Background: an optimization exercise with open tools, aiming at small area. Do not read the settings as production practice.
In this exercise RTL edits were held to simulation tests only and were not proved equivalent to the original.
Power and IR drop assume default switching activity.

**flow/design.v**
```verilog
module ata_identify_parser (
    input  wire [15:0] w0,
    input  wire [15:0] w47,
    input  wire [15:0] w49,
    input  wire [15:0] w53,
    input  wire [15:0] w59,
    input  wire [15:0] w60,
    input  wire [15:0] w61,
    input  wire [15:0] w80,
    input  wire [15:0] w83,
    input  wire [15:0] w88,
    input  wire [15:0] w100,
    input  wire [15:0] w101,
    input  wire [15:0] w102,
    input  wire [15:0] w103,
    input  wire [15:0] w117,
    input  wire [15:0] w118,
    output wire        ok,
    output wire [31:0] lower_max,
    output wire [31:0] upper_max,
    output wire [31:0] sector_size,
    output wire        has_multiple,
    output wire        has_dma,
    output wire        has_lba48,
    output wire        has_flush_ext,
    output wire [7:0]  max_multiple,
    output wire [7:0]  cur_multiple,
    output reg  [7:0]  max_ata,
    output reg  [7:0]  udma_sup,
    output reg  [7:0]  udma_sel
);
    assign ok = !w0[15] && w49[9] && w83[13];
    assign max_multiple = w47[7:0];
    assign has_multiple = (w47[7:0] != 8'd0);
    assign has_dma       = w49[8];
    assign has_lba48     = w83[10];
    assign has_flush_ext = w83[12];
    assign cur_multiple  = w59[8] ? w59[7:0] : 8'd0;
    wire ext_count = (w61 > 16'h0FFF);
    assign lower_max = ext_count ? {w101, w100} : {w61, w60};
    assign upper_max = ext_count ? {w103, w102} : 32'd0;
    integer i;
    always @(*) begin
        max_ata = 8'd0;
        if (w80 != 16'h0000 && w80 != 16'hFFFF) begin
            for (i = 2; i <= 8; i = i + 1)
                if (w80[i]) max_ata = i[7:0];
        end
    end
    wire [15:0] w88_eff = w53[2] ? w88 : 16'd0;
    wire [2:0]  udma_top = (max_ata >= 8'd8) ? 3'd6 : 3'd5;
    integer j;
    always @(*) begin
        udma_sup = 8'hFF;
        udma_sel = 8'hFF;
        if (w88_eff != 16'd0) begin
            for (j = 0; j <= 6; j = j + 1) begin
                if (j <= udma_top && w88_eff[j])     udma_sup = j[7:0];
                if (j <= udma_top && w88_eff[8 + j]) udma_sel = j[7:0];
            end
        end
    end
    wire [31:0] ss_words = {w118, w117};
    assign sector_size = (max_ata >= 8'd8 && ss_words != 32'd0) ? ss_words : 32'd256;
endmodule
module ata_pio_ctrl (
    input  wire        clk,
    input  wire        rst,
    input  wire        op_valid,
    output wire        op_ready,
    input  wire [7:0]  op_sel,
    input  wire [31:0] op_buf,
    input  wire [31:0] op_start,
    input  wire [31:0] op_count,
    input  wire [7:0]  op_arg,
    output reg         res_valid,
    output reg  [2:0]  res_code,
    output reg  [7:0]  res_value,
    output reg         ev_valid,
    input  wire        ev_ready,
    output reg  [3:0]  ev_kind,
    output reg  [31:0] ev_addr,
    output reg  [15:0] ev_wdata,
    input  wire [15:0] ev_rdata,
    output reg  [3:0]  tag,
    output reg         identified,
    output reg         int_enabled,
    output reg         selected_drive,
    output reg  [31:0] cursor_ptr,
    output reg  [31:0] remaining,
    output reg  [31:0] lower_max,
    output reg  [31:0] upper_max,
    output reg  [31:0] sector_size,
    output reg         has_multiple,
    output reg         has_dma,
    output reg         has_lba48,
    output reg         has_flush_ext,
    output reg  [7:0]  max_multiple,
    output reg  [7:0]  cur_multiple,
    output reg  [7:0]  max_ata,
    output reg  [7:0]  udma_sup,
    output reg  [7:0]  udma_sel
);
    localparam [15:0] IO_BASE   = 16'h01F0;
    localparam [15:0] CTRL_BASE = 16'h03F6;
    localparam [7:0]  IRQ_LINE  = 8'd14;
    localparam        DRIVE_INDEX = 1'b0;
    localparam [7:0]  MULTIPLE_REQUEST = 8'd8;
    localparam [18:0] WAIT_BUDGET       = 19'd3000;
    localparam [18:0] POLL_BUDGET       = 19'd100000;
    localparam [18:0] SELECT_BUDGET     = 19'd5;
    localparam [18:0] RESET_POLL_BUDGET = 19'd280000;
    localparam [4:0]  WAIT400_READS     = 5'd20;
    localparam [2:0]  RESET_HOLD_DELAYS = 3'd5;
    localparam [8:0]  DRAIN_BUDGET      = 9'd256;
    localparam [15:0] P_DATA     = IO_BASE + 16'd0;
    localparam [15:0] P_ERROR    = IO_BASE + 16'd1;
    localparam [15:0] P_COUNT    = IO_BASE + 16'd2;
    localparam [15:0] P_LBA_LO   = IO_BASE + 16'd3;
    localparam [15:0] P_LBA_MID  = IO_BASE + 16'd4;
    localparam [15:0] P_LBA_HI   = IO_BASE + 16'd5;
    localparam [15:0] P_DRVHEAD  = IO_BASE + 16'd6;
    localparam [15:0] P_STATUS   = IO_BASE + 16'd7;
    localparam [15:0] P_COMMAND  = IO_BASE + 16'd7;
    localparam [15:0] P_ALTSTATUS = CTRL_BASE;
    localparam [15:0] P_DEVCTL   = CTRL_BASE;
    localparam [3:0] K_R8 = 4'd0, K_R16 = 4'd1, K_W8 = 4'd2, K_W16 = 4'd3,
                     K_DLY = 4'd4, K_MR = 4'd5, K_MW = 4'd6, K_MASK = 4'd7,
                     K_UNMASK = 4'd8, K_EOI = 4'd9;
    localparam [2:0] R_OK = 3'd0, R_TIMEOUT = 3'd1, R_DEVERR = 3'd2,
                     R_PROTO = 3'd3, R_CAPABS = 3'd4, R_INVARG = 3'd5,
                     R_BUSY = 3'd6;
    localparam [3:0] T_NONE = 4'd0, T_READ = 4'd1, T_WRITE = 4'd2,
                     T_READ_MULT = 4'd3, T_WRITE_MULT = 4'd4,
                     T_SOFT_RESET = 4'd5, T_FLUSH = 4'd6, T_IDENTIFY = 4'd7,
                     T_SET_MULT = 4'd8;
    localparam [1:0] B_WAIT = 2'd0, B_POLL = 2'd1, B_SELECT = 2'd2, B_RESET = 2'd3;
    localparam [1:0] WB_BSY = 2'd0, WB_DRQ = 2'd1, WB_DRDY = 2'd2;
    localparam [6:0]
        S_IDLE     = 7'd0,
        S_EV       = 7'd1,
        S_RET      = 7'd2,
        S_DISPATCH = 7'd3,
        S_WB_START = 7'd4,
        S_WB_READ  = 7'd5,
        S_WB_CHK   = 7'd6,
        S_W4_READ  = 7'd7,
        S_W4_CHK   = 7'd8,
        S_IMM0     = 7'd9,
        S_IMM1     = 7'd10,
        S_IMM2     = 7'd11,
        S_FIN0     = 7'd12,
        S_FIN1     = 7'd13,
        S_CR1      = 7'd14,
        S_CR2      = 7'd15,
        S_CR3      = 7'd16,
        S_CR4      = 7'd17,
        S_XF0      = 7'd18,
        S_XF1      = 7'd19,
        S_XF_W     = 7'd20,
        S_XF_R2    = 7'd21,
        S_XF_W2    = 7'd22,
        S_XF_NX    = 7'd23,
        S_ID0      = 7'd24,
        S_ID1      = 7'd25,
        S_ID_W     = 7'd26,
        S_ID_W2    = 7'd27,
        S_ID_PARSE = 7'd28,
        S_CC0      = 7'd29,
        S_CC1      = 7'd30,
        S_CC2      = 7'd31,
        S_SD0      = 7'd32,
        S_SD1      = 7'd33,
        S_SD2      = 7'd34,
        S_SD3      = 7'd35,
        S_SD4      = 7'd36,
        S_SR0      = 7'd37,
        S_SR1      = 7'd38,
        S_SR_DLY   = 7'd39,
        S_SR2      = 7'd40,
        S_SR3      = 7'd41,
        S_SR4      = 7'd42,
        S_SR5      = 7'd43,
        S_SR6      = 7'd44,
        S_IF0      = 7'd45,
        S_IF1      = 7'd46,
        S_IF2      = 7'd47,
        S_IF3      = 7'd48,
        S_IF4      = 7'd49,
        S_IF5      = 7'd50,
        S_IF6      = 7'd51,
        S_IF7      = 7'd52,
        S_FL0      = 7'd53,
        S_FL1      = 7'd54,
        S_FL2      = 7'd55,
        S_FL3      = 7'd56,
        S_SM0      = 7'd57,
        S_SM1      = 7'd58,
        S_SM2      = 7'd59,
        S_SM3      = 7'd60,
        S_SM4      = 7'd61,
        S_SM5      = 7'd62,
        S_RW0      = 7'd63,
        S_RW1      = 7'd64,
        S_RW_TF    = 7'd65,
        S_RW2      = 7'd66,
        S_RW3      = 7'd67,
        S_PT0      = 7'd68,
        S_PT1      = 7'd69,
        S_PT2      = 7'd70,
        S_PT4      = 7'd71,
        S_PT5      = 7'd72,
        S_SI0      = 7'd73,
        S_ONE      = 7'd74,
        S_GE       = 7'd75,
        S_WBOP     = 7'd76,
        S_OKRET    = 7'd77,
        S_IR0      = 7'd78,
        S_IR1      = 7'd79,
        S_IR2      = 7'd80,
        S_IN_RB    = 7'd81,
        S_DR0      = 7'd82,
        S_DR1      = 7'd83,
        S_DR2      = 7'd84,
        S_DR3      = 7'd85;
    reg [6:0]  st;
    reg [6:0]  ev_next;
    reg [6:0]  leaf_ret;
    reg [6:0]  mid_ret;
    reg [15:0] rdq;           
    reg [7:0]  sel_q;
    reg [31:0] buf_q;
    reg [31:0] start_q;
    reg [31:0] count_q;
    reg [7:0]  arg_q;
    reg [2:0]  r;             
    reg [2:0]  p_save;        
    reg [7:0]  value_q;       
    reg        saved_int;     
    reg        sel_dev;       
    reg        init_mode;
    reg [1:0]  init_step;
    reg [8:0]  drain_k;
    reg [1:0]  wb_bitsel;
    reg        wb_tgt;
    reg [1:0]  wb_bsel;
    reg [18:0] wb_i;
    reg        wb_ok;
    reg [4:0]  w4_cnt;
    reg [2:0]  dly_cnt;
    reg [3:0]  tf_i;
    reg [39:0] words_left;
    reg [31:0] xf_addr;
    reg [7:0]  xf_n;
    reg [7:0]  id_idx;
    reg [15:0] iw0, iw47, iw49, iw53, iw59, iw60, iw61, iw80, iw83, iw88,
               iw100, iw101, iw102, iw103, iw117, iw118;
    wire [7:0] s = rdq[7:0];
    wire s_bsy  = s[7];
    wire s_drdy = s[6];
    wire s_df   = s[5];
    wire s_drq  = s[3];
    wire s_err  = s[0];
    wire s_failed = s_err | s_df;
    assign op_ready = (st == S_IDLE);
    wire        pf_ok;
    wire [31:0] pf_lower, pf_upper, pf_ssize;
    wire        pf_hasmult, pf_dma, pf_lba48, pf_flushext;
    wire [7:0]  pf_maxmult, pf_curmult, pf_maxata, pf_udsup, pf_udsel;
    ata_identify_parser u_parser (
        .w0(iw0), .w47(iw47), .w49(iw49), .w53(iw53), .w59(iw59),
        .w60(iw60), .w61(iw61), .w80(iw80), .w83(iw83), .w88(iw88),
        .w100(iw100), .w101(iw101), .w102(iw102), .w103(iw103),
        .w117(iw117), .w118(iw118),
        .ok(pf_ok), .lower_max(pf_lower), .upper_max(pf_upper),
        .sector_size(pf_ssize), .has_multiple(pf_hasmult), .has_dma(pf_dma),
        .has_lba48(pf_lba48), .has_flush_ext(pf_flushext),
        .max_multiple(pf_maxmult), .cur_multiple(pf_curmult),
        .max_ata(pf_maxata), .udma_sup(pf_udsup), .udma_sel(pf_udsel)
    );
    wire        is_write   = (sel_q == 8'h03);
    wire        mult_mode  = has_multiple && (cur_multiple != 8'd0);
    wire [15:0] count16    = count_q[15:0];
    wire        guard_ok   = identified && (tag == T_NONE);
    wire        count_bad  = (count_q == 32'd0) ||
                             (count_q > (has_lba48 ? 32'd65535 : 32'd255));
    reg  [32:0] limit;
    always @(*) begin
        limit = (upper_max != 32'd0) ? 33'h1_0000_0000 : {1'b0, lower_max};
        if (!has_lba48 && limit > 33'h0_1000_0000)
            limit = 33'h0_1000_0000;
    end
    wire [32:0] end_sector = {1'b0, start_q} + {1'b0, count_q};
    wire        bounds_bad = (end_sector > limit);
    wire [47:0] buf_words  = count16 * sector_size;
    wire [49:0] buf_end    = {18'd0, buf_q} + {1'b0, buf_words, 1'b0};
    wire        buffer_bad = (buf_q == 32'd0) || (buf_end[49:32] != 18'd0);
    wire [7:0]  rw_opcode = is_write ? (has_lba48 ? (mult_mode ? 8'h39 : 8'h34)
                                                  : (mult_mode ? 8'hC5 : 8'h30))
                                     : (has_lba48 ? (mult_mode ? 8'h29 : 8'h24)
                                                  : (mult_mode ? 8'hC4 : 8'h20));
    wire [3:0]  rw_tag    = is_write ? (mult_mode ? T_WRITE_MULT : T_WRITE)
                                     : (mult_mode ? T_READ_MULT  : T_READ);
    reg  [15:0] tf_port;
    reg  [7:0]  tf_data;
    always @(*) begin
        case (tf_i)
            4'd0: begin
                tf_port = P_DRVHEAD;
                tf_data = has_lba48 ? (8'hE0 | {3'b000, selected_drive, 4'h0})
                                    : (8'hE0 | {3'b000, selected_drive, start_q[27:24]});
            end
            4'd1: begin tf_port = P_COUNT;   tf_data = count_q[15:8];   end
            4'd2: begin tf_port = P_LBA_LO;  tf_data = start_q[31:24];  end
            4'd3: begin tf_port = P_LBA_MID; tf_data = 8'h00;           end
            4'd4: begin tf_port = P_LBA_HI;  tf_data = 8'h00;           end
            4'd5: begin tf_port = P_COUNT;   tf_data = count_q[7:0];    end
            4'd6: begin tf_port = P_LBA_LO;  tf_data = start_q[7:0];    end
            4'd7: begin tf_port = P_LBA_MID; tf_data = start_q[15:8];   end
            4'd8: begin tf_port = P_LBA_HI;  tf_data = start_q[23:16];  end
            default: begin tf_port = P_COMMAND; tf_data = rw_opcode;    end
        endcase
    end
    wire        xf_is_mult = (tag == T_READ_MULT) || (tag == T_WRITE_MULT);
    wire        xf_is_read = (tag == T_READ) || (tag == T_READ_MULT);
    wire        xf_is_data = (tag == T_READ) || (tag == T_WRITE) || xf_is_mult;
    wire [7:0]  unit_n     = !xf_is_mult ? 8'd1 :
                             (remaining < {24'd0, cur_multiple}) ? remaining[7:0] : cur_multiple;
    wire [39:0] unit_words = unit_n * sector_size;
    reg        wb_bitval;
    reg [18:0] wb_budget;
    always @(*) begin
        case (wb_bitsel)
            WB_BSY:  wb_bitval = s[7];
            WB_DRQ:  wb_bitval = s[3];
            default: wb_bitval = s[6];
        endcase
        case (wb_bsel)
            B_WAIT:   wb_budget = WAIT_BUDGET;
            B_POLL:   wb_budget = POLL_BUDGET;
            B_SELECT: wb_budget = SELECT_BUDGET;
            default:  wb_budget = RESET_POLL_BUDGET;
        endcase
    end
    wire [7:0] mult_req = (MULTIPLE_REQUEST < max_multiple) ? MULTIPLE_REQUEST : max_multiple;
    task ev;
        input [3:0]  k;
        input [31:0] a;
        input [15:0] d;
        input [6:0]  nxt;
        begin
            ev_valid <= 1'b1;
            ev_kind  <= k;
            ev_addr  <= a;
            ev_wdata <= d;
            ev_next  <= nxt;
            st       <= S_EV;
        end
    endtask
    task call_wb;
        input [1:0] bitsel;
        input       tgt;
        input [1:0] bsel;
        input [6:0] ret;
        begin
            wb_bitsel <= bitsel;
            wb_tgt    <= tgt;
            wb_bsel   <= bsel;
            wb_i      <= 19'd0;
            leaf_ret  <= ret;
            st        <= S_WB_START;
        end
    endtask
    task call_w4;
        input [6:0] ret;
        begin
            w4_cnt   <= 5'd0;
            leaf_ret <= ret;
            st       <= S_W4_READ;
        end
    endtask
    task call_mid;
        input [6:0] entry;
        input [6:0] ret;
        begin
            mid_ret <= ret;
            st      <= entry;
        end
    endtask
    task finish;
        input [2:0] code;
        begin
            r  <= code;
            st <= S_RET;
        end
    endtask
    task clear_cursor;
        begin
            cursor_ptr <= 32'd0;
            remaining  <= 32'd0;
        end
    endtask
    always @(posedge clk) begin
        if (rst) begin
            st             <= S_IDLE;
            ev_valid       <= 1'b0;
            res_valid      <= 1'b0;
            res_code       <= 3'd0;
            res_value      <= 8'd0;
            init_mode      <= 1'b0;
            init_step      <= 2'd0;
            tag            <= T_NONE;
            identified     <= 1'b0;
            int_enabled    <= 1'b0;
            selected_drive <= 1'b0;
            cursor_ptr     <= 32'd0;
            remaining      <= 32'd0;
            lower_max      <= 32'd0;
            upper_max      <= 32'd0;
            sector_size    <= 32'd0;
            has_multiple   <= 1'b0;
            has_dma        <= 1'b0;
            has_lba48      <= 1'b0;
            has_flush_ext  <= 1'b0;
            max_multiple   <= 8'd0;
            cur_multiple   <= 8'd0;
            max_ata        <= 8'd0;
            udma_sup       <= 8'd0;
            udma_sel       <= 8'd0;
        end else begin
            res_valid <= 1'b0;
            case (st)
            S_IDLE: begin
                if (op_valid) begin
                    sel_q     <= op_sel;
                    buf_q     <= op_buf;
                    start_q   <= op_start;
                    count_q   <= op_count;
                    arg_q     <= op_arg;
                    value_q   <= 8'd0;
                    init_mode <= 1'b0;
                    st        <= S_DISPATCH;
                end
            end
            S_DISPATCH: begin
                case (sel_q)
                    8'h01: begin                     
                        int_enabled <= 1'b0;
                        identified  <= 1'b0;
                        init_mode   <= 1'b1;
                        init_step   <= 2'd0;
                        ev(K_R8, {16'd0, P_ALTSTATUS}, 16'd0, S_SR0);
                    end
                    8'h02, 8'h03: st <= S_RW0;       
                    8'h04: begin                     
                        if (!guard_ok) finish(R_PROTO);
                        else call_mid(S_CR1, S_FL0);
                    end
                    8'h05: begin                     
                        if (tag != T_NONE) finish(R_PROTO);
                        else begin
                            int_enabled <= arg_q[0];
                            ev(K_W8, {16'd0, P_DEVCTL}, arg_q[0] ? 16'h00 : 16'h02, S_SI0);
                        end
                    end
                    8'h06: ev(K_R8, {16'd0, P_ERROR}, 16'd0, S_GE);        
                    8'h07: begin                     
                        if (tag != T_NONE) finish(R_PROTO);
                        else ev(K_R8, {16'd0, P_ALTSTATUS}, 16'd0, S_IF0);
                    end
                    8'h08: begin                     
                        sel_dev <= arg_q[0];
                        if (tag != T_NONE) finish(R_PROTO);
                        else ev(K_R8, {16'd0, P_ALTSTATUS}, 16'd0, S_SD0);
                    end
                    8'h09: ev(K_R8, {16'd0, P_ALTSTATUS}, 16'd0, S_SR0);   
                    8'h0A: call_wb(WB_BSY,  arg_q[0], B_WAIT, S_WBOP);    
                    8'h0B: call_wb(WB_DRQ,  arg_q[0], B_WAIT, S_WBOP);    
                    8'h0C: call_wb(WB_DRDY, arg_q[0], B_WAIT, S_WBOP);    
                    8'h0D, 8'h0E, 8'h0F:             
                        ev(K_R8, {16'd0, P_ALTSTATUS}, 16'd0, S_ONE);
                    8'h10: call_w4(S_OKRET);                                
                    8'h11: call_mid(S_XF0, S_RET);                          
                    8'h12: begin                     
                        if (!guard_ok) finish(R_PROTO);
                        else if (int_enabled) finish(R_PROTO);
                        else if (arg_q == 8'd0 || !has_multiple || arg_q > max_multiple)
                            finish(R_INVARG);
                        else call_mid(S_CR1, S_SM0);
                    end
                    8'h20: ev(K_R8, {16'd0, P_STATUS}, 16'd0, S_IR0);      
                    default: finish(R_INVARG);
                endcase
            end
            S_EV: begin
                if (ev_ready) begin
                    ev_valid <= 1'b0;
                    rdq      <= ev_rdata;
                    st       <= ev_next;
                end
            end
            S_RET: begin
                if (init_mode && r == R_OK) begin
                    case (init_step)
                        2'd0: begin                  
                            init_step <= 2'd1;
                            sel_dev   <= DRIVE_INDEX;
                            if (tag != T_NONE) finish(R_PROTO);
                            else ev(K_R8, {16'd0, P_ALTSTATUS}, 16'd0, S_SD0);
                        end
                        2'd1: begin                  
                            init_step <= 2'd2;
                            if (tag != T_NONE) finish(R_PROTO);
                            else ev(K_R8, {16'd0, P_ALTSTATUS}, 16'd0, S_IF0);
                        end
                        2'd2: begin                  
                            init_step <= 2'd3;
                            if (!has_multiple) begin
                                cur_multiple <= 8'd0;
                                finish(R_OK);
                            end else begin
                                arg_q <= mult_req;
                                if (!guard_ok) finish(R_PROTO);
                                else if (int_enabled) finish(R_PROTO);
                                else if (mult_req == 8'd0 || mult_req > max_multiple)
                                    finish(R_INVARG);
                                else call_mid(S_CR1, S_SM0);
                            end
                        end
                        default: begin               
                            init_mode <= 1'b0;
                            ev(K_R8, {16'd0, P_DRVHEAD}, 16'd0, S_IN_RB);
                        end
                    endcase
                end else begin
                    init_mode <= 1'b0;
                    res_valid <= 1'b1;
                    res_code  <= r;
                    res_value <= value_q;
                    st        <= S_IDLE;
                end
            end
            S_WB_START: begin
                if (wb_i != 19'd0) ev(K_DLY, 32'd0, 16'd0, S_WB_READ);
                else st <= S_WB_READ;
            end
            S_WB_READ: ev(K_R8, {16'd0, P_ALTSTATUS}, 16'd0, S_WB_CHK);
            S_WB_CHK: begin
                if (wb_bitval == wb_tgt) begin
                    wb_ok <= 1'b1;
                    st    <= leaf_ret;
                end else if (wb_i + 19'd1 == wb_budget) begin
                    wb_ok <= 1'b0;
                    st    <= leaf_ret;
                end else begin
                    wb_i <= wb_i + 19'd1;
                    st   <= S_WB_START;
                end
            end
            S_W4_READ: ev(K_R8, {16'd0, P_ALTSTATUS}, 16'd0, S_W4_CHK);
            S_W4_CHK: begin
                if (w4_cnt == WAIT400_READS - 5'd1) st <= leaf_ret;
                else begin
                    w4_cnt <= w4_cnt + 5'd1;
                    st     <= S_W4_READ;
                end
            end
            S_IMM0: call_w4(S_IMM1);
            S_IMM1: ev(K_R8, {16'd0, P_ALTSTATUS}, 16'd0, S_IMM2);
            S_IMM2: begin
                if (!s_bsy && s_err) begin
                    tag <= T_NONE;
                    clear_cursor;
                    r <= R_DEVERR;
                end else
                    r <= R_OK;
                st <= mid_ret;
            end
            S_FIN0: ev(K_R8, {16'd0, P_ALTSTATUS}, 16'd0, S_FIN1);
            S_FIN1: begin
                if (!s_bsy && !s_drq) begin
                    tag <= T_NONE;
                    clear_cursor;
                    r <= s_failed ? R_DEVERR : R_OK;
                end else
                    r <= R_PROTO;
                st <= mid_ret;
            end
            S_CR1: call_wb(WB_BSY, 1'b0, B_WAIT, S_CR2);
            S_CR2: begin
                if (!wb_ok) begin r <= R_TIMEOUT; st <= mid_ret; end
                else call_wb(WB_DRQ, 1'b0, B_WAIT, S_CR3);
            end
            S_CR3: begin
                if (!wb_ok) begin r <= R_TIMEOUT; st <= mid_ret; end
                else call_wb(WB_DRDY, 1'b1, B_WAIT, S_CR4);
            end
            S_CR4: begin
                r  <= wb_ok ? R_OK : R_TIMEOUT;
                st <= mid_ret;
            end
            S_XF0: begin
                if (!xf_is_data || remaining == 32'd0) begin
                    r  <= R_PROTO;
                    st <= mid_ret;
                end else
                    ev(K_R8, {16'd0, P_ALTSTATUS}, 16'd0, S_XF1);
            end
            S_XF1: begin
                if (s_bsy) begin
                    r  <= R_BUSY;
                    st <= mid_ret;
                end else if (!s_drq) begin
                    tag <= T_NONE;
                    clear_cursor;
                    r  <= s_failed ? R_DEVERR : R_PROTO;
                    st <= mid_ret;
                end else begin
                    xf_n       <= unit_n;
                    words_left <= unit_words;
                    xf_addr    <= cursor_ptr;
                    st         <= S_XF_W;
                end
            end
            S_XF_W: begin
                if (words_left == 40'd0) begin
                    cursor_ptr <= xf_addr;
                    remaining  <= remaining - {24'd0, xf_n};
                    r  <= R_OK;
                    st <= mid_ret;
                end else if (xf_is_read)
                    ev(K_R16, {16'd0, P_DATA}, 16'd0, S_XF_R2);
                else
                    ev(K_MR, xf_addr, 16'd0, S_XF_W2);
            end
            S_XF_R2: ev(K_MW, xf_addr, rdq, S_XF_NX);
            S_XF_W2: ev(K_W16, {16'd0, P_DATA}, rdq, S_XF_NX);
            S_XF_NX: begin
                xf_addr    <= xf_addr + 32'd2;
                words_left <= words_left - 40'd1;
                st         <= S_XF_W;
            end
            S_ID0: ev(K_R8, {16'd0, P_ALTSTATUS}, 16'd0, S_ID1);
            S_ID1: begin
                if (s_bsy) begin
                    r  <= R_BUSY;
                    st <= mid_ret;
                end else if (!s_drq) begin
                    tag <= T_NONE;
                    clear_cursor;
                    r  <= s_failed ? R_DEVERR : R_PROTO;
                    st <= mid_ret;
                end else begin
                    id_idx <= 8'd0;
                    st     <= S_ID_W;
                end
            end
            S_ID_W: ev(K_R16, {16'd0, P_DATA}, 16'd0, S_ID_W2);
            S_ID_W2: begin
                case (id_idx)
                    8'd0:   iw0   <= rdq;
                    8'd47:  iw47  <= rdq;
                    8'd49:  iw49  <= rdq;
                    8'd53:  iw53  <= rdq;
                    8'd59:  iw59  <= rdq;
                    8'd60:  iw60  <= rdq;
                    8'd61:  iw61  <= rdq;
                    8'd80:  iw80  <= rdq;
                    8'd83:  iw83  <= rdq;
                    8'd88:  iw88  <= rdq;
                    8'd100: iw100 <= rdq;
                    8'd101: iw101 <= rdq;
                    8'd102: iw102 <= rdq;
                    8'd103: iw103 <= rdq;
                    8'd117: iw117 <= rdq;
                    8'd118: iw118 <= rdq;
                    default: ;
                endcase
                if (id_idx == 8'd255) st <= S_ID_PARSE;
                else begin
                    id_idx <= id_idx + 8'd1;
                    st     <= S_ID_W;
                end
            end
            S_ID_PARSE: begin
                if (!pf_ok) begin
                    identified <= 1'b0;
                    r <= R_CAPABS;
                end else begin
                    lower_max     <= pf_lower;
                    upper_max     <= pf_upper;
                    sector_size   <= pf_ssize;
                    has_multiple  <= pf_hasmult;
                    has_dma       <= pf_dma;
                    has_lba48     <= pf_lba48;
                    has_flush_ext <= pf_flushext;
                    max_multiple  <= pf_maxmult;
                    cur_multiple  <= pf_curmult;
                    max_ata       <= pf_maxata;
                    udma_sup      <= pf_udsup;
                    udma_sel      <= pf_udsel;
                    identified    <= 1'b1;
                    r <= R_OK;
                end
                st <= mid_ret;
            end
            S_CC0: call_w4(S_CC1);
            S_CC1: ev(K_R8, {16'd0, P_ALTSTATUS}, 16'd0, S_CC2);
            S_CC2: begin
                if (!s_bsy && !s_drq) begin
                    tag <= T_NONE;
                    clear_cursor;
                end
                st <= mid_ret;
            end
            S_SD0: begin
                if (s_bsy || s_drq) finish(R_PROTO);
                else ev(K_W8, {16'd0, P_DRVHEAD}, {8'd0, 3'b111, sel_dev, 4'h0}, S_SD1);
            end
            S_SD1: call_w4(S_SD2);
            S_SD2: call_wb(WB_BSY, 1'b0, B_SELECT, S_SD3);
            S_SD3: begin
                if (!wb_ok) finish(R_TIMEOUT);
                else ev(K_R8, {16'd0, P_ALTSTATUS}, 16'd0, S_SD4);
            end
            S_SD4: begin
                if (s_failed) finish(R_DEVERR);
                else begin
                    selected_drive <= sel_dev;
                    finish(R_OK);
                end
            end
            S_SR0: begin
                if (s_bsy) finish(R_PROTO);
                else begin
                    saved_int   <= int_enabled;
                    int_enabled <= 1'b0;
                    tag         <= T_SOFT_RESET;
                    ev(K_W8, {16'd0, P_DEVCTL}, 16'h06, S_SR1);
                end
            end
            S_SR1: begin
                dly_cnt <= 3'd0;
                st      <= S_SR_DLY;
            end
            S_SR_DLY: begin
                if (dly_cnt == RESET_HOLD_DELAYS)
                    ev(K_W8, {16'd0, P_DEVCTL}, 16'h02, S_SR2);
                else begin
                    dly_cnt <= dly_cnt + 3'd1;
                    ev(K_DLY, 32'd0, 16'd0, S_SR_DLY);
                end
            end
            S_SR2: call_w4(S_SR3);
            S_SR3: call_wb(WB_BSY, 1'b0, B_RESET, S_SR4);
            S_SR4: begin
                if (!wb_ok) begin
                    tag <= T_NONE;
                    clear_cursor;
                    finish(R_TIMEOUT);
                end else
                    ev(K_R8, {16'd0, P_ALTSTATUS}, 16'd0, S_SR5);
            end
            S_SR5: begin
                if (s_failed) begin
                    tag <= T_NONE;
                    clear_cursor;
                    finish(R_DEVERR);
                end else begin
                    int_enabled <= saved_int;
                    ev(K_W8, {16'd0, P_DEVCTL}, saved_int ? 16'h00 : 16'h02, S_SR6);
                end
            end
            S_SR6: begin
                selected_drive <= 1'b0;
                tag <= T_NONE;
                clear_cursor;
                finish(R_OK);
            end
            S_IF0: begin
                if (s_bsy || s_drq || !s_drdy) finish(R_PROTO);
                else ev(K_W8, {16'd0, P_COMMAND}, 16'hEC, S_IF1);
            end
            S_IF1: begin
                tag <= T_IDENTIFY;
                call_mid(S_IMM0, S_IF2);
            end
            S_IF2: begin
                if (r != R_OK) st <= S_RET;
                else if (int_enabled) finish(R_OK);
                else call_wb(WB_BSY, 1'b0, B_POLL, S_IF3);
            end
            S_IF3: begin
                if (!wb_ok) finish(R_TIMEOUT);
                else call_mid(S_ID0, S_IF4);
            end
            S_IF4: begin
                p_save <= r;
                if (r == R_BUSY) st <= S_RET;
                else if (tag == T_NONE) st <= S_RET;
                else call_w4(S_IF5);
            end
            S_IF5: call_wb(WB_BSY, 1'b0, B_POLL, S_IF6);
            S_IF6: begin
                if (!wb_ok) finish(R_TIMEOUT);
                else call_mid(S_FIN0, S_IF7);
            end
            S_IF7: begin
                if (p_save != R_OK) finish(p_save);
                else st <= S_RET;
            end
            S_FL0: begin
                if (r != R_OK) st <= S_RET;
                else ev(K_W8, {16'd0, P_COMMAND}, 16'hE7, S_FL1);
            end
            S_FL1: begin
                tag <= T_FLUSH;
                call_mid(S_IMM0, S_FL2);
            end
            S_FL2: begin
                if (r != R_OK) st <= S_RET;
                else if (int_enabled) finish(R_OK);
                else call_wb(WB_BSY, 1'b0, B_POLL, S_FL3);
            end
            S_FL3: begin
                if (!wb_ok) finish(R_TIMEOUT);
                else call_mid(S_FIN0, S_RET);
            end
            S_SM0: begin
                if (r != R_OK) st <= S_RET;
                else ev(K_W8, {16'd0, P_COUNT}, {8'd0, arg_q}, S_SM1);
            end
            S_SM1: ev(K_W8, {16'd0, P_COMMAND}, 16'hC6, S_SM2);
            S_SM2: begin
                tag <= T_SET_MULT;
                call_mid(S_IMM0, S_SM3);
            end
            S_SM3: begin
                if (r != R_OK) st <= S_RET;
                else call_wb(WB_BSY, 1'b0, B_POLL, S_SM4);
            end
            S_SM4: begin
                if (!wb_ok) finish(R_TIMEOUT);
                else call_mid(S_FIN0, S_SM5);
            end
            S_SM5: begin
                if (r == R_OK) cur_multiple <= arg_q;
                st <= S_RET;
            end
            S_RW0: begin
                if (!guard_ok)       finish(R_PROTO);
                else if (count_bad)  finish(R_INVARG);
                else if (bounds_bad) finish(R_INVARG);
                else if (buffer_bad) finish(R_INVARG);
                else call_mid(S_CR1, S_RW1);
            end
            S_RW1: begin
                if (r != R_OK) st <= S_RET;
                else begin
                    tf_i <= 4'd0;
                    st   <= S_RW_TF;
                end
            end
            S_RW_TF: begin
                ev(K_W8, {16'd0, tf_port}, {8'd0, tf_data},
                   (tf_i == 4'd9) ? S_RW2 : S_RW_TF);
                tf_i <= (tf_i == 4'd0 && !has_lba48) ? 4'd5 : tf_i + 4'd1;
            end
            S_RW2: begin
                tag        <= rw_tag;
                cursor_ptr <= buf_q;
                remaining  <= count_q;
                call_mid(S_IMM0, S_RW3);
            end
            S_RW3: begin
                if (r != R_OK) st <= S_RET;
                else if (int_enabled) finish(R_OK);
                else st <= S_PT0;
            end
            S_PT0: call_wb(WB_BSY, 1'b0, B_POLL, S_PT1);
            S_PT1: begin
                if (!wb_ok) finish(R_TIMEOUT);
                else call_mid(S_XF0, S_PT2);
            end
            S_PT2: begin
                if (r != R_OK) st <= S_RET;
                else if (remaining == 32'd0) call_w4(S_PT4);
                else call_w4(S_PT0);
            end
            S_PT4: call_wb(WB_BSY, 1'b0, B_POLL, S_PT5);
            S_PT5: begin
                if (!wb_ok) finish(R_TIMEOUT);
                else call_mid(S_FIN0, S_RET);
            end
            S_SI0: ev(arg_q[0] ? K_UNMASK : K_MASK, {24'd0, IRQ_LINE}, 16'd0, S_OKRET);
            S_OKRET: finish(R_OK);
            S_ONE: begin
                case (sel_q)
                    8'h0D:   value_q <= {7'd0, s_bsy};
                    8'h0E:   value_q <= {7'd0, s_drq};
                    default: value_q <= {7'd0, s_failed};
                endcase
                finish(R_OK);
            end
            S_GE: begin
                value_q <= s;
                finish(R_OK);
            end
            S_WBOP: finish(wb_ok ? R_OK : R_TIMEOUT);
            S_IR0: begin
                if (s_err || s_df) begin
                    r  <= R_DEVERR;
                    st <= S_IR2;
                end else begin
                    case (tag)
                        T_READ, T_WRITE, T_READ_MULT, T_WRITE_MULT: begin
                            if (remaining != 32'd0) call_mid(S_XF0, S_IR1);
                            else begin r <= R_OK; st <= S_IR1; end
                        end
                        T_SOFT_RESET, T_FLUSH, T_SET_MULT: begin
                            r  <= R_OK;
                            st <= S_IR1;
                        end
                        T_IDENTIFY: call_mid(S_ID0, S_IR1);
                        default: begin
                            r  <= R_PROTO;
                            st <= S_IR2;
                        end
                    endcase
                end
            end
            S_IR1: begin
                if (r == R_OK && tag != T_NONE) call_mid(S_CC0, S_IR2);
                else st <= S_IR2;
            end
            S_IR2: ev(K_EOI, {24'd0, IRQ_LINE}, 16'd0, S_RET);
            S_IN_RB: begin
                if (s[4] != DRIVE_INDEX) finish(R_PROTO);
                else ev(K_R8, {16'd0, P_STATUS}, 16'd0, S_DR0);
            end
            S_DR0: begin
                drain_k <= 9'd0;
                st      <= S_DR1;
            end
            S_DR1: begin
                if (drain_k == DRAIN_BUDGET) finish(R_OK);
                else ev(K_R8, {16'd0, P_ALTSTATUS}, 16'd0, S_DR2);
            end
            S_DR2: begin
                if (!s_drq) finish(R_OK);
                else ev(K_R16, {16'd0, P_DATA}, 16'd0, S_DR3);
            end
            S_DR3: begin
                drain_k <= drain_k + 9'd1;
                st      <= S_DR1;
            end
            default: st <= S_IDLE;
            endcase
        end
    end
endmodule
```
**flow/run.sh**
```bash
#!/bin/bash
# synth_recipe.tcl (not shown) runs the flow's synth.tcl, then flattens the netlist and writes it again
# the make line also repeats each setting of config.mk as NAME=value (left out here)
make -C /OpenROAD-flow-scripts/flow DESIGN_CONFIG=/design/flow/config.mk WORK_HOME=/design/flow/orfs CLKGATE_MAP_FILE= SYNTH_SCRIPT=/design/flow/synth_recipe.tcl finish
```
**flow/config.mk**
```make
export PLATFORM = sky130hd
export DESIGN_NAME = ata_pio_ctrl
export DESIGN_NICKNAME = ata_pio_ctrl
export VERILOG_FILES = /design/flow/design.v
export SDC_FILE = /design/flow/constraint.sdc
export NUM_CORES = 4
export LEC_CHECK = 0
export CAP_MARGIN = 20
export CORE_MARGIN = 2
export CORE_UTILIZATION = 40
export PLACE_DENSITY = 0.6
export SLEW_MARGIN = 20
```
**flow/constraint.sdc**
```tcl
create_clock -name core_clock -period 14.0 [get_ports {clk}]
set_input_delay 2.8000 -clock core_clock [delete_from_list [all_inputs] [get_ports {clk}]]
set_output_delay 2.8000 -clock core_clock [all_outputs]
set_load 0.01 [all_outputs]
```
==> notes.md <==
## through the flow
step	area, um^2	total power, mW	hold slack [ns]
after floorplan	63920	3.693	0.4620
after global placement	70320	4.593	0.4437
after detailed placement	70330	4.601	0.4488
after CTS	73380	7.069	0.4616
after global routing	73390	7.311	0.4754
final	73400	7.091	0.4613
## state kept, by name (all words and copies together), names as in the netlist, 19 cells and up
signal	flops
buf_q	32
count_q	32
cursor_ptr	32
ev_addr	32
lower_max	32
remaining	32
sector_size	32
start_q	32
upper_max	32
wb_i	19
words_left	40
xf_addr	32
## area by class of cell
class | instances | area [um^2] | share of cell area
diodes | 6 | 15.01 | 0.0002045
clock buffers | 117 | 2412 | 0.03286
clock inverters | 51 | 638.1 | 0.008693
inverters | 677 | 2541 | 0.03462
multi-input cells | 5070 | 39440 | 0.5373
flip-flops and latches | 757 | 20510 | 0.2794
well taps | 2072 | 2592 | 0.03532
repair buffers | 565 | 5256 | 0.07161
## per-layer routing
| metal | track usage | wire, um |
|---|---|---|
| met1 | 0.4298 | 108300 |
| met2 | 0.4687 | 111500 |
| met3 | 0.06947 | 23560 |
| met4 | 0.1339 | 12700 |
| met5 | 0 | 188 |
## worst paths after layout
kind | endpoint | slack, ns | cells past startpoint
worst max-delay path | mid_ret[5] | 3.35 | 35
worst min-delay path | res_value[5] | 0.46 | 2
worst max register to register | mid_ret[5] | 3.35 | 35
worst min register to register | res_value[5] | 0.46 | 2
## cells by family after synthesis
logic type	count (synthesis)
multiplexers	19
other	1
flip-flops	757
XOR/XNOR	216
AO/OA/AOI/OAI	1232
buffers and inverters	1083
AND/OR/NAND/NOR	2662
adder cells (fa/ha/maj)	937
## worst max-delay path, delay by kind of cell, from the launching register on
family	cells	cell delay, ns
AND/OR/NAND/NOR	10	2.15
adder cells (fa/ha/maj)	8	3.91
AO/OA/AOI/OAI	11	2.76
buffers and inverters	5	0.26
flip-flops	1	1.05
XOR/XNOR	1	0.14
## layout by cell type (no fill, tap or decap), types with 28 or more instances in the layout
master           Yosys  final
nand2_1            981    979
inv_1              676    676
fa_1               600    600
edfxtp_1           535    535
nor2_1             501    485
clkdlybuf4s50_1      0    403
and2_1             391    392
a21oi_1            365    363
ha_1               337    337
o21ai_0            242    242
dfxtp_1            222    222
nand3_1            189    189
buf_4               13    161
nor3_1             152    146
xnor2_1            129    129
nor4_1             100     96
clkbuf_16            0     89
xor2_1              87     87
a21o_1              74     74
and3_1              59     59
nand4_1             58     58
a221oi_1            56     56
a211oi_1            48     48
nand2b_1            45     45
a22o_1              45     45
or3_1               43     43
nor2b_1             34     34
a22oi_1             34     34
a311oi_1            35     34
o211ai_1            30     30
a31oi_1             28     28
## power by group through the flow
stage / registers, mW / logic, mW / clock network, mW
after floorplan: 2.77 / 0.925 / 0
after global placement: 2.86 / 1.74 / 0
after detailed placement: 2.85 / 1.75 / 0
after CTS: 2.81 / 1.75 / 2.50
after global routing: 2.82 / 1.90 / 2.59
final: 2.82 / 1.80 / 2.47
==> results.json <==
{
  "ys.flop_type": "edfxtp_1",
  "fmax_mhz": 93.91,
  "final_util": 0.4629,
  "finalCriticalPeriod_ns": 10.65,
  "p_switching_mw": 2.526,
  "antenna_left": 0,
  "async_flop_share": 0,
  "timing.rr.start": "sector_size[5]",
  "crit_type": "flip-flop to flip-flop",
  "switching_share": 0.3562,
  "remaining_drc_errors": 0,
  "initial_utilization": 0.4031,
  "comb_power_share": 0.254,
  "period_share": 0.7606,
  "power_density_nw_per_um2": 96.61,
  "hold_violations": 0,
  "skew_ns": 0.08344,
  "die_w_um": 403.7,
  "syn_to_final_growth_pct": 14.86,
  "cpMaxStageDelayCell": "dfxtp_1",
  "cpMostUsedCell": "fa_1",
  "yosys_warnings": 2,
  "grtUsageTotal": 0.3111,
  "synth_xor_area_frac": 0.02960,
  "slowest_delay_ns": 1.05,
  "clk_pin_slew_worst_paths_ns": 0.06,
  "end_kind": "flip-flop",
  "synth_compound_area_frac": 0.1277,
  "clkSinkCount": 757,
  "yosys.area_share.simple": 0.1992,
  "hold_start": "res_value[5]",
  "wl_per_cell_um": 27.51,
  "drive_gt1_frac": 0.05513,
  "slew_headroom": 0.2029,
  "drtPass1Iterations": 6,
  "grt_max_degree": 84,
  "synth-seq-cells": 757,
  "grt_pass1_wl_um": 374600,
  "cts-buffers-inserted": 89,
  "antenna_found_initial": 33,
  "synth_top_family_by_area": "adder cells",
  "finalNetCount": 8229,
  "hold_buffers": 0,
  "cts_setup_buffers": 0,
  "critical_path.startpoint_type": "flip-flop",
  "routed_wirelength_um": 256200,
  "vias": 54720,
  "synth.area.mux_share": 0.003035,
  "boundaryPins": 409,
  "synthCells": 6907,
  "pre_cts_slack_ns": 3.296,
  "internal_power_mw": 4.565,
  "cts_resized": 0,
  "num-fill-cells": 15260,
  "synth.yosys.seq_area_share": 0.3209,
  "drv_slew": 0,
  "place.gp.congestion": 1.036,
  "synth.largest_area_cell": "edfxtp_1",
  "clk_latency_ns": 0.77,
  "grt-ovfl-total": 0,
  "rows": 146,
  "place_inst": 9141,
  "cts.path.max_buffers": 3,
  "p_seq_frac": 0.398,
  "final_cells": 9315,
  "h-tree-depth": 3,
  "synth.distinct_cells": 112,
  "crit_fanout": 26,
  "place_hpwl_um": 192100,
  "port_buffers": 404,
  "setup_slack_ns": 3.351,
  "vias_per_cell": 5.874,
  "dieArea_um2": 163000,
  "hold_path_class": "flip-flop to flip-flop",
  "critPathLaunch": "sector_size[5]",
  "yosysMostFrequentCell": "nand2_1",
  "power_frac_clock": 0.348,
  "synth_edf_count": 535,
  "rsz0062_at_grt": "no",
  "core_um2": 158600,
  "synth_adder_area_share": 0.2539,
  "synthesis.area_um2": 63910,
  "tightest_slew_ns": 1.191,
  "ir_worst_vdd_mv": 0.1043,
  "p_leak_nw": 28.40,
  "cts_root_buf": "clkbuf_16",
  "outcome": "finished clean",
  "die_h_um": 403.7,
  "cts_tree": "built",
  "arrival_ns": 11.01,
  "finalSetupViolCount": 0,
  "synth_area_leaders": "edfxtp_1 25%, fa_1 19%, dfxtp_1 7.0%",
  "synth_top_cell_area_share": 0.2514,
  "grt_pass1_vias": 54510,
  "cap_violations": 0,
  "first_iter_violations": 5082,
  "synth_commonest_cells": "981 x nand2_1, 676 x inv_1, 600 x fa_1, 535 x edfxtp_1, 501 x nor2_1",
  "synth_area_per_cell_um2": 9.253,
  "tns_ns": 0,
  "cp.required_ns": 14.36
}

-- afterwards: timing with drivers on the ports --
Ports are ideal in the flow. The routed layout listed here was re-timed in OpenROAD.
Step 1 (the two cells are an assumption about what drives the block):
set clk [get_ports {clk}]
set_driving_cell -lib_cell sky130_fd_sc_hd__clkbuf_16 $clk
set_driving_cell -lib_cell sky130_fd_sc_hd__buf_2 [delete_from_list [all_inputs] $clk]
Step 2 also shifts input and output timing later by t, the mid clock arrival at the registers, as if the neighbouring blocks saw the same clock.
Slacks: ideal ports / drivers / drivers and shift; pairs: ideal ports / drivers.
t (ns): 0.798
setup WS [ns]: 3.351 / 3.351 / 3.351
latest minus earliest clock arrival (ns): 0.085 / 0.084
worst data-port slew with drivers (ns): 0.15
pins driven straight from the clock port: 1
After both steps this run still meets setup and hold. The setup slack of this run moves by 0.000 ns with the drivers and by 0.000 ns with both steps.
